This design comes from an exercise in tuning for small area, a short achievable clock period and few clock cycles on the open sky130 flow, not from production work. For this run, only the layout was checked, not whether the RTL still works. Power is estimated from default activity; no workload was simulated.

--- flow/design.v ---
module myasm_core #(
    parameter STACK_CAP = 16,
    parameter CALL_CAP  = 8
) (
    input  wire        clk,
    input  wire        rst,
    output wire [23:0] imem_addr,
    input  wire [31:0] imem_rdata,
    input  wire        imem_valid,
    output wire [31:0] dmem_addr,
    input  wire [31:0] dmem_rdata,
    input  wire        dmem_valid,
    output wire        dmem_we,
    output wire [31:0] dmem_wdata,
    output wire [3:0]  io_port,
    output wire        io_rd,
    output wire        io_wr,
    input  wire        io_empty,
    input  wire [31:0] io_rdata,
    output wire [31:0] io_wdata,
    output reg  [1:0]  outcome,
    output reg  [3:0]  fault_code,
    output wire [23:0] fault_pc
);
    localparam OP_PUSH = 5'h00, OP_POP = 5'h01, OP_JMP = 5'h02, OP_JZ = 5'h03,
               OP_JNZ = 5'h04, OP_JS = 5'h05, OP_JNS = 5'h06, OP_CALL = 5'h07,
               OP_RET = 5'h08, OP_INPUT = 5'h09, OP_OUTPUT = 5'h0A, OP_INC = 5'h0B,
               OP_DEC = 5'h0C, OP_ADD = 5'h0D, OP_SUB = 5'h0E, OP_MUL = 5'h0F,
               OP_DIV = 5'h10, OP_LOAD = 5'h11, OP_STORE = 5'h12, OP_SWAP = 5'h13,
               OP_HLT = 5'h14;
    localparam MD_K = 4;                 
    localparam MD_G = 32 / MD_K;         
    localparam MDW  = $clog2(MD_G);
    reg [23:0] pc;           
    reg [31:0] ir;
    reg        irv;          
    reg        iv;           
    reg [4:0]  depth;
    reg [3:0]  cdepth;
    localparam NE = STACK_CAP - 2;
    localparam NC = CALL_CAP - 1;
    reg [31:0] s0, s1;
    reg [31:0] e  [0:NE-1];
    reg [23:0] c0;
    reg [23:0] ce [0:NC-1];
    reg [31:0] rem;          
    reg [MDW-1:0] dcnt;      
    reg        mdbusy;       
    reg        sok;
    reg        dflip;        
    reg [31:0] s2;
    reg [23:0] c1;
    integer j;
    always @* begin
        s2 = 32'd0;
        for (j = 0; j < NE; j = j + 1)
            s2 = s2 | (e[j] & {32{depth == j + 3}});
        c1 = 24'd0;
        for (j = 0; j < NC; j = j + 1)
            c1 = c1 | (ce[j] & {24{cdepth == j + 2}});
    end
    wire        running = (outcome == 2'd0);
    wire        act = running && irv;
    wire [7:0]  opb = ir[31:24];
    wire [4:0]  op  = ir[28:24];
    wire        legal = iv && (opb <= 8'h13);
    wire [23:0] arg = ir[23:0];
    wire        port_bad = |arg[23:4];
    wire d0  = (depth == 5'd0);
    wire dl2 = (depth[4:1] == 4'd0);
    wire dfull = depth[4];
    wire cd0 = (cdepth == 4'd0);
    wire cfull = cdepth[3];
    wire i_push  = legal && op == OP_PUSH;
    wire i_pop   = legal && op == OP_POP;
    wire i_jmp   = legal && op == OP_JMP;
    wire i_br    = legal && (op == OP_JZ || op == OP_JNZ || op == OP_JS || op == OP_JNS);
    wire i_call  = legal && op == OP_CALL;
    wire i_ret   = legal && op == OP_RET;
    wire i_in    = legal && op == OP_INPUT;
    wire i_out   = legal && op == OP_OUTPUT;
    wire i_inc   = legal && op == OP_INC;
    wire i_dec   = legal && op == OP_DEC;
    wire i_add   = legal && op == OP_ADD;
    wire i_sub   = legal && op == OP_SUB;
    wire i_mul   = legal && op == OP_MUL;
    wire i_div   = legal && op == OP_DIV;
    wire i_load  = legal && op == OP_LOAD;
    wire i_store = legal && op == OP_STORE;
    wire i_swap  = legal && op == OP_SWAP;
    wire s0zero = (s0 == 32'd0);
    reg taken;
    always @* begin
        case (op[2:0])
            3'd3:    taken = s0zero;      
            3'd4:    taken = !s0zero;     
            3'd5:    taken = s0[31];      
            default: taken = !s0[31];     
        endcase
    end
    reg       term;
    reg [1:0] t_out;
    reg [3:0] t_code;
    always @* begin
        term = 1'b1;
        t_out = 2'd3;
        t_code = 4'd0;
        if (!iv)
            t_code = 4'd10;
        else if (opb == {3'd0, OP_HLT})
            t_out = 2'd1;
        else if (opb > {3'd0, OP_HLT})
            t_code = 4'd9;
        else if ((i_push || i_in) && dfull)
            t_code = 4'd1;
        else if ((i_pop || i_br || i_out || i_inc || i_dec || i_load) && d0)
            t_code = 4'd2;
        else if ((i_add || i_sub || i_mul || i_div || i_store || i_swap) && dl2)
            t_code = 4'd2;
        else if ((i_in || i_out) && port_bad)
            t_code = 4'd5;
        else if (i_in && io_empty)
            t_out = 2'd2;
        else if ((i_load || i_store) && !dmem_valid)
            t_code = 4'd6;
        else if (i_div && s0zero)
            t_code = 4'd7;
        else if (i_call && cfull)
            t_code = 4'd3;
        else if (i_ret && cd0)
            t_code = 4'd4;
        else
            term = 1'b0;
    end
    wire stall = (md && !dlast) || (i_store && !sok);
    wire go    = act;
    wire adv   = act && !stall;              
    wire [23:0] pc1 = pc + 24'd1;
    reg  [23:0] npc;
    always @* begin
        if (!irv)
            npc = pc;
        else if (i_jmp || i_call || (i_br && taken))
            npc = arg;
        else if (i_ret)
            npc = c0;
        else
            npc = pc1;
    end
    assign imem_addr = npc;
    assign fault_pc  = pc;
    assign dmem_addr  = ir[24] ? s0 : s1;       
    assign dmem_wdata = s0;
    assign dmem_we    = act && i_store && !dl2 && sok;
    assign io_port    = ir[3:0];
    assign io_wdata   = s0;
    assign io_rd      = act && i_in && !dfull && !port_bad;
    assign io_wr      = act && i_out && !d0 && !port_bad;
    wire        unary = i_inc || i_dec;
    wire [31:0] ax = i_mul ? 32'd0 : unary ? s0 : s1;
    wire [31:0] ay = i_add ? s0 : (i_sub || i_mul) ? ~s0 : i_inc ? 32'd0 : 32'hffffffff;
    wire [31:0] asum = ax + ay + {31'd0, i_sub || i_inc || i_mul};
    wire        md = i_mul || i_div;
    wire        bneg = s0[31];
    wire        a_le0 = s1[31] || (s1 == 32'd0);
    wire        flip = bneg ? !a_le0 : s1[31];
    wire [31:0] abase = bneg ? asum : s1;
    wire [31:0] adiv = abase ^ {32{bneg ? a_le0 : s1[31]}};
    wire        ycin = i_div && !bneg;
    wire [31:0] y = s0 ^ {32{ycin}};
    wire [31:0] qx = i_div ? adiv : s1;
    wire [31:0] qa = s1 ^ {32{s1[31]}};
    wire [31:0] qz = (i_div && bneg && s1[31]) ? {qa[30:0], 1'b1} : qa;
    reg  [MDW-1:0] nz;
    reg            zrun;
    integer g;
    always @* begin
        nz = 0;
        zrun = 1'b1;
        for (g = MD_G - 1; g > 0; g = g - 1) begin
            zrun = zrun && (qz[g*MD_K +: MD_K] == 0);
            if (zrun) nz = nz + 1'b1;
        end
    end
    wire [31:0] qsh = qx << (nz * MD_K);
    wire        dlast = mdbusy ? (dcnt == 0) : (nz == MD_G - 1);
    reg  [31:0] dr, dq, dt;
    reg  [32:0] ds;
    reg         dsel;
    integer k;
    always @* begin
        dr = mdbusy ? rem : (i_mul && s1[31]) ? asum : 32'd0;
        dq = mdbusy ? s1 : qsh;
        for (k = 0; k < MD_K; k = k + 1) begin
            dt = {dr[30:0], i_div & dq[31]};
            ds = {1'b0, dt} + {1'b0, y} + {32'd0, ycin};
            dsel = i_div ? ds[32] : dq[31];
            dr = dsel ? ds[31:0] : dt;
            dq = {dq[30:0], ds[32]};
        end
    end
    wire push_s = i_push || i_in;
    wire pop_s  = i_pop || i_out || i_store || i_add || i_sub || i_mul || i_div;
    integer i;
    always @(posedge clk) begin
        if (rst) begin
            pc <= 24'd0;
            irv <= 1'b0;
            depth <= 5'd0;
            cdepth <= 4'd0;
            outcome <= 2'd0;
            fault_code <= 4'd0;
            rem <= 32'd0;
            mdbusy <= 1'b0;
            sok <= 1'b0;
        end else if (running) begin
            if (!irv || adv) begin
                ir <= imem_rdata;
                iv <= imem_valid;
                irv <= 1'b1;
            end
            if (!irv || (adv && !term))
                pc <= npc;
            if (act && term) begin
                outcome <= t_out;
                fault_code <= t_code;
            end
            if (adv) begin
                if (push_s) depth <= depth + 5'd1;
                if (pop_s)  depth <= depth - 5'd1;
                if (i_call) cdepth <= cdepth + 4'd1;
                if (i_ret)  cdepth <= cdepth - 4'd1;
            end
            if (go && md) begin
                mdbusy <= !dlast;
                dcnt <= mdbusy ? dcnt - 1'b1 : MD_G - 2 - nz;
                rem <= dr;
                if (!mdbusy) dflip <= flip;
            end
            if (go && i_store)
                sok <= !sok;
        end
    end
    always @(posedge clk) begin
        if (go) begin
            if (adv && push_s)
                s1 <= s0;
            else if (adv && pop_s)
                s1 <= s2;
            else if (adv && i_swap)
                s1 <= s0;
            else if (md)
                s1 <= dq;
            if (adv) begin
                if (i_push)
                    s0 <= {{8{arg[23]}}, arg};
                else if (i_in)
                    s0 <= io_rdata;
                else if (i_pop || i_out || i_store || i_swap)
                    s0 <= s1;
                else if (i_add || i_sub || i_inc || i_dec)
                    s0 <= asum;
                else if (i_mul)
                    s0 <= dr;
                else if (i_div)
                    s0 <= dq ^ {32{mdbusy ? dflip : flip}};
                else if (i_load)
                    s0 <= dmem_rdata;
            end
        end
    end
    always @(posedge clk) begin
        for (i = 0; i < NE; i = i + 1)
            if (adv && push_s && depth == i + 2)
                e[i] <= s1;
    end
    always @(posedge clk) begin
        if (adv && i_call)
            c0 <= pc1;
        else if (adv && i_ret)
            c0 <= c1;
    end
    always @(posedge clk) begin
        for (i = 0; i < NC; i = i + 1)
            if (adv && i_call && cdepth == i + 1)
                ce[i] <= c0;
    end
endmodule
--- flow/run.sh ---
#!/bin/bash
# synth_recipe.tcl (not shown) runs the flow's synth.tcl, then flattens the netlist and writes it again
# the make line also repeats each setting of config.mk as NAME=value (left out here)
make -C /OpenROAD-flow-scripts/flow DESIGN_CONFIG=/design/flow/config.mk WORK_HOME=/design/flow/orfs CLKGATE_MAP_FILE= SYNTH_SCRIPT=/design/flow/synth_recipe.tcl finish
--- flow/config.mk ---
export PLATFORM = sky130hd
export DESIGN_NAME = myasm_core
export DESIGN_NICKNAME = myasm_core
export VERILOG_FILES = /design/flow/design.v
export SDC_FILE = /design/flow/constraint.sdc
export NUM_CORES = 4
export LEC_CHECK = 0
export CAP_MARGIN = 20
export CORE_MARGIN = 2
export CORE_UTILIZATION = 40
export SLEW_MARGIN = 20
--- flow/constraint.sdc ---
create_clock -name core_clock -period 160.0 [get_ports {clk}]
set_input_delay 32.0000 -clock core_clock [delete_from_list [all_inputs] [get_ports {clk}]]
set_output_delay 32.0000 -clock core_clock [all_outputs]
set_load 0.01 [all_outputs]
==> run summary <==
## cell usage in the layout, fill, tap and decap left out, types with 23 or more instances in the layout
master	instances
a211o_1	28
a211oi_1	89
a21o_1	91
a21oi_1	369
a221oi_1	66
a222oi_1	30
a22o_1	72
a22oi_1	192
a31oi_1	44
and2_1	35
and3_1	31
buf_4	150
clkbuf_16	89
clkdlybuf4s50_1	256
dfxtp_1	72
edfxtp_1	741
ha_1	172
inv_1	80
mux2_2	59
mux2i_1	101
nand2_1	308
nand2b_1	38
nand3_1	124
nand4_1	65
nor2_1	426
nor3_1	98
nor4_1	24
o211ai_1	38
o21a_1	75
o21ai_0	212
o22ai_1	49
or3_1	23
xnor2_1	124
xor2_1	89
## final timing paths
check / end / cells after the start / start
max: imem_addr[16] / 7 / ir[29]$_DFFE_PP_
min: rem[12]$_SDFFE_PP0P_ / 2 / rem[12]$_SDFFE_PP0P_
max reg2reg: s0[8]$_DFFE_PP_ / 81 / ir[29]$_DFFE_PP_
min reg2reg: rem[12]$_SDFFE_PP0P_ / 2 / rem[12]$_SDFFE_PP0P_
## per-stage QoR
stage	instance area (µm²)	hold WS, ns
final	56600	0.459
after global routing	56600	0.476
after CTS	56600	0.459
after detailed placement	53700	0.449
after global placement	53700	0.438
after floorplan	49200	0.432
## where the power goes
| part | switching, mW | internal (mW) |
|---|---|---|
| combinational | 0.0272 | 0.0182 |
| clock | 0.0885 | 0.116 |
| sequential | 0.00341 | 0.231 |
## metal layers
layer | GRT usage | routed length, µm | vias up
met5 | 0 | 80 | -
met3 | 0.0948 | 24700 | 506
met2 | 0.507 | 95000 | 2664
li1 | - | - | 18749
met4 | 0.178 | 13600 | 12
met1 | 0.462 | 89700 | 21451
## area by class of cell
cell class	count	area, µm²
fillers	11461	65400
multi-input cells	3504	24000
flip-flops and latches	814	23700
clock buffers	108	2300
diodes	1	2.50
well taps	1625	2030
clock inverters	52	532
repair buffers	410	3740
inverters	84	320
## worst register-to-register path: cells and delay by family, from the launching register on
kind | cells | cell delay (ns)
buffers and inverters | 7 | 2.16
multiplexers | 2 | 1.33
XOR/XNOR | 1 | 0.14
AND/OR/NAND/NOR | 22 | 6.88
AO/OA/AOI/OAI | 44 | 13.75
adder cells (fa/ha/maj) | 5 | 2.06
flip-flops | 1 | 0.44
## cell families after synthesis
logic type	after synthesis	synth area share
AOI/OAI and AO/OA	1621	0.231
xor gates and xnor gates	214	0.0384
adders and majority gates	179	0.0465
buffers and inverters	436	0.0383
DFF	814	0.482
muxes	168	0.0362
and+or+nand+nor	1322	0.128
## registers in the layout (all words and copies together) (netlist names), 24 cells and up
name	count
pc	24
s1	32
e	448
rem	31
s0	32
ce	168
c0	24
ir	32
==> results.yml <==
status:
  outcome: "complete, no violations"
global_routing:
  grt.total_usage: 0.344
  grt-ovfl-total: 0
  grt_max_degree: 63
  grt_antenna_before_repair: 12
  grt_pass1_wl_mm: 310
  grt_pass1_vias: 39402
route:
  initialDrtViolationCount: 6162
  wl_mm: 223
  wl_per_cell_um: 33.8
  drc: 0
  drt-pass1-iter-count: 10
  vias: 43382
  drt.antenna.violating_nets: 0
  via_per_inst: 6.58
place:
  place_inst: 6434
  dp_hpwl_mm: 160
  place_congestion: 1.06
  port_buffers: 257
  place_ws_ns: 123.97
power_and_ir_drop:
  ir_worst_vdd_mv: 0.00787
  p_leak_nw: 20.2
  power.density_nw_per_um2: 8.56
  power_mw: 0.484
clocking:
  cts_tree: "built"
  root_buffer: "clkbuf_16"
  cts_max_level: 3
  cts_resized: 0
  postCtsHoldBufs: 0
  cts_setup_buffers: 0
  cts.sinks: 814
  cts_buffers: 87
  path_clk_slew_ns: 0.06
  cts_buffer_depth: 3
  clkLatencyLatePin_ns: 0.73
yosys:
  syn_area_um2: 49200
  synth.distinct_cells: 126
  synth_top_cell_area_share: 0.452
  synthCells: 4754
  avgSynthCellArea_um2: 10.4
  ys_warn_count: 3
  synth_top_cells_by_count: "edfxtp_1, nor2_1, a21oi_1"
  yosysTopAreaCell: "edfxtp_1"
  synth_edf_count: 741
  synth_async_sr_flop_share: 0
  ys_seq_area_frac: 0.482
  synth_area_leaders: "edfxtp_1, ha_1, a21oi_1, nor2_1, dfxtp_1"
  yosysMostFrequentCell: "edfxtp_1"
  syn_nets: 5034
  ys_ff_latch: 814
  synthFlopType: "edfxtp_1"
hold_path:
  holdCritPathClass: "flip-flop to flip-flop"
sta:
  relSlewSlack: 0.115
  fin_crit_sh: 0.230
  rsz0062_at_grt: "false"
  worstMarginPinSlew_ns: 1.32
  drv_slew: 0
  timing.setup.tns_ns: 0
  fmax_ghz: 0.0272
  finalHoldViolCount: 0
  finalSetupViolCount: 0
  finalCriticalPeriod_ns: 36.83
  worst_slack_ns: 123.17
  fin_skew_ns: 0.0536
setup_path:
  cp-end-kind: "primary output"
  critPathBufInv: 1
  path_class: "flip-flop to primary output"
  cp-start-kind: "flip-flop"
  max_stage_delay_ns: 0.93
  r2r_slack_ns: 133.03
  path_max_fanout: 52
  cp_top_family: "simple AND/OR/NAND/NOR gates"
  crit_path_frequent_cell: "a21oi_1"
  required_ns: 128.00
  cp.arrival_ns: 4.83
  crit_path_top_delay_cell: "or4b_1"
  crit_chain: "or4b_1, nor3_1, nand2_2, a211oi_1, a21oi_1, a21oi_1, clkdlybuf4s50_1"
finish:
  drive_gt1_frac: 0.0963
  area_delta_synth_final_pct: 15.0
  fin_nets: 5181
  utilization: 0.464
  instances_no_fill: 6598
floorplan:
  die-area_um2: 126000
  row_count: 128
  ios: 258
  core_um2: 122000
  die_h_um: 355
  die_x_um: 355
  initial_utilization: 0.404
run:
  cap_violations: 0

==> port drivers added, routing unchanged <==
In the flow no input, the clock included, has a driving cell. The finished layout below was timed again as built, in two steps. Step 1: set_driving_cell puts a clkbuf_16 on clk and a buf_2 on each other input, an assumption about the parent block. Step 2 moves the port delays by t, midway between the first and last clock arrival at a register: inputs arrive t later, outputs are due t later. That takes back most of the time a late clock gives input paths. Three values: no drivers, after step 1, after step 2; two values: the first two.
shift t [ns]: 0.776
setup slack, ns: 123.168 / 123.099 / 123.875
worst setup path at the end: register to output
clock arrival spread, ns: 0.054 / 0.054
pins driven straight from the clock port: 1
After both steps this run still meets setup and hold. For this run, drivers alone change the setup slack by -0.069 ns; drivers and shift together by +0.707 ns.
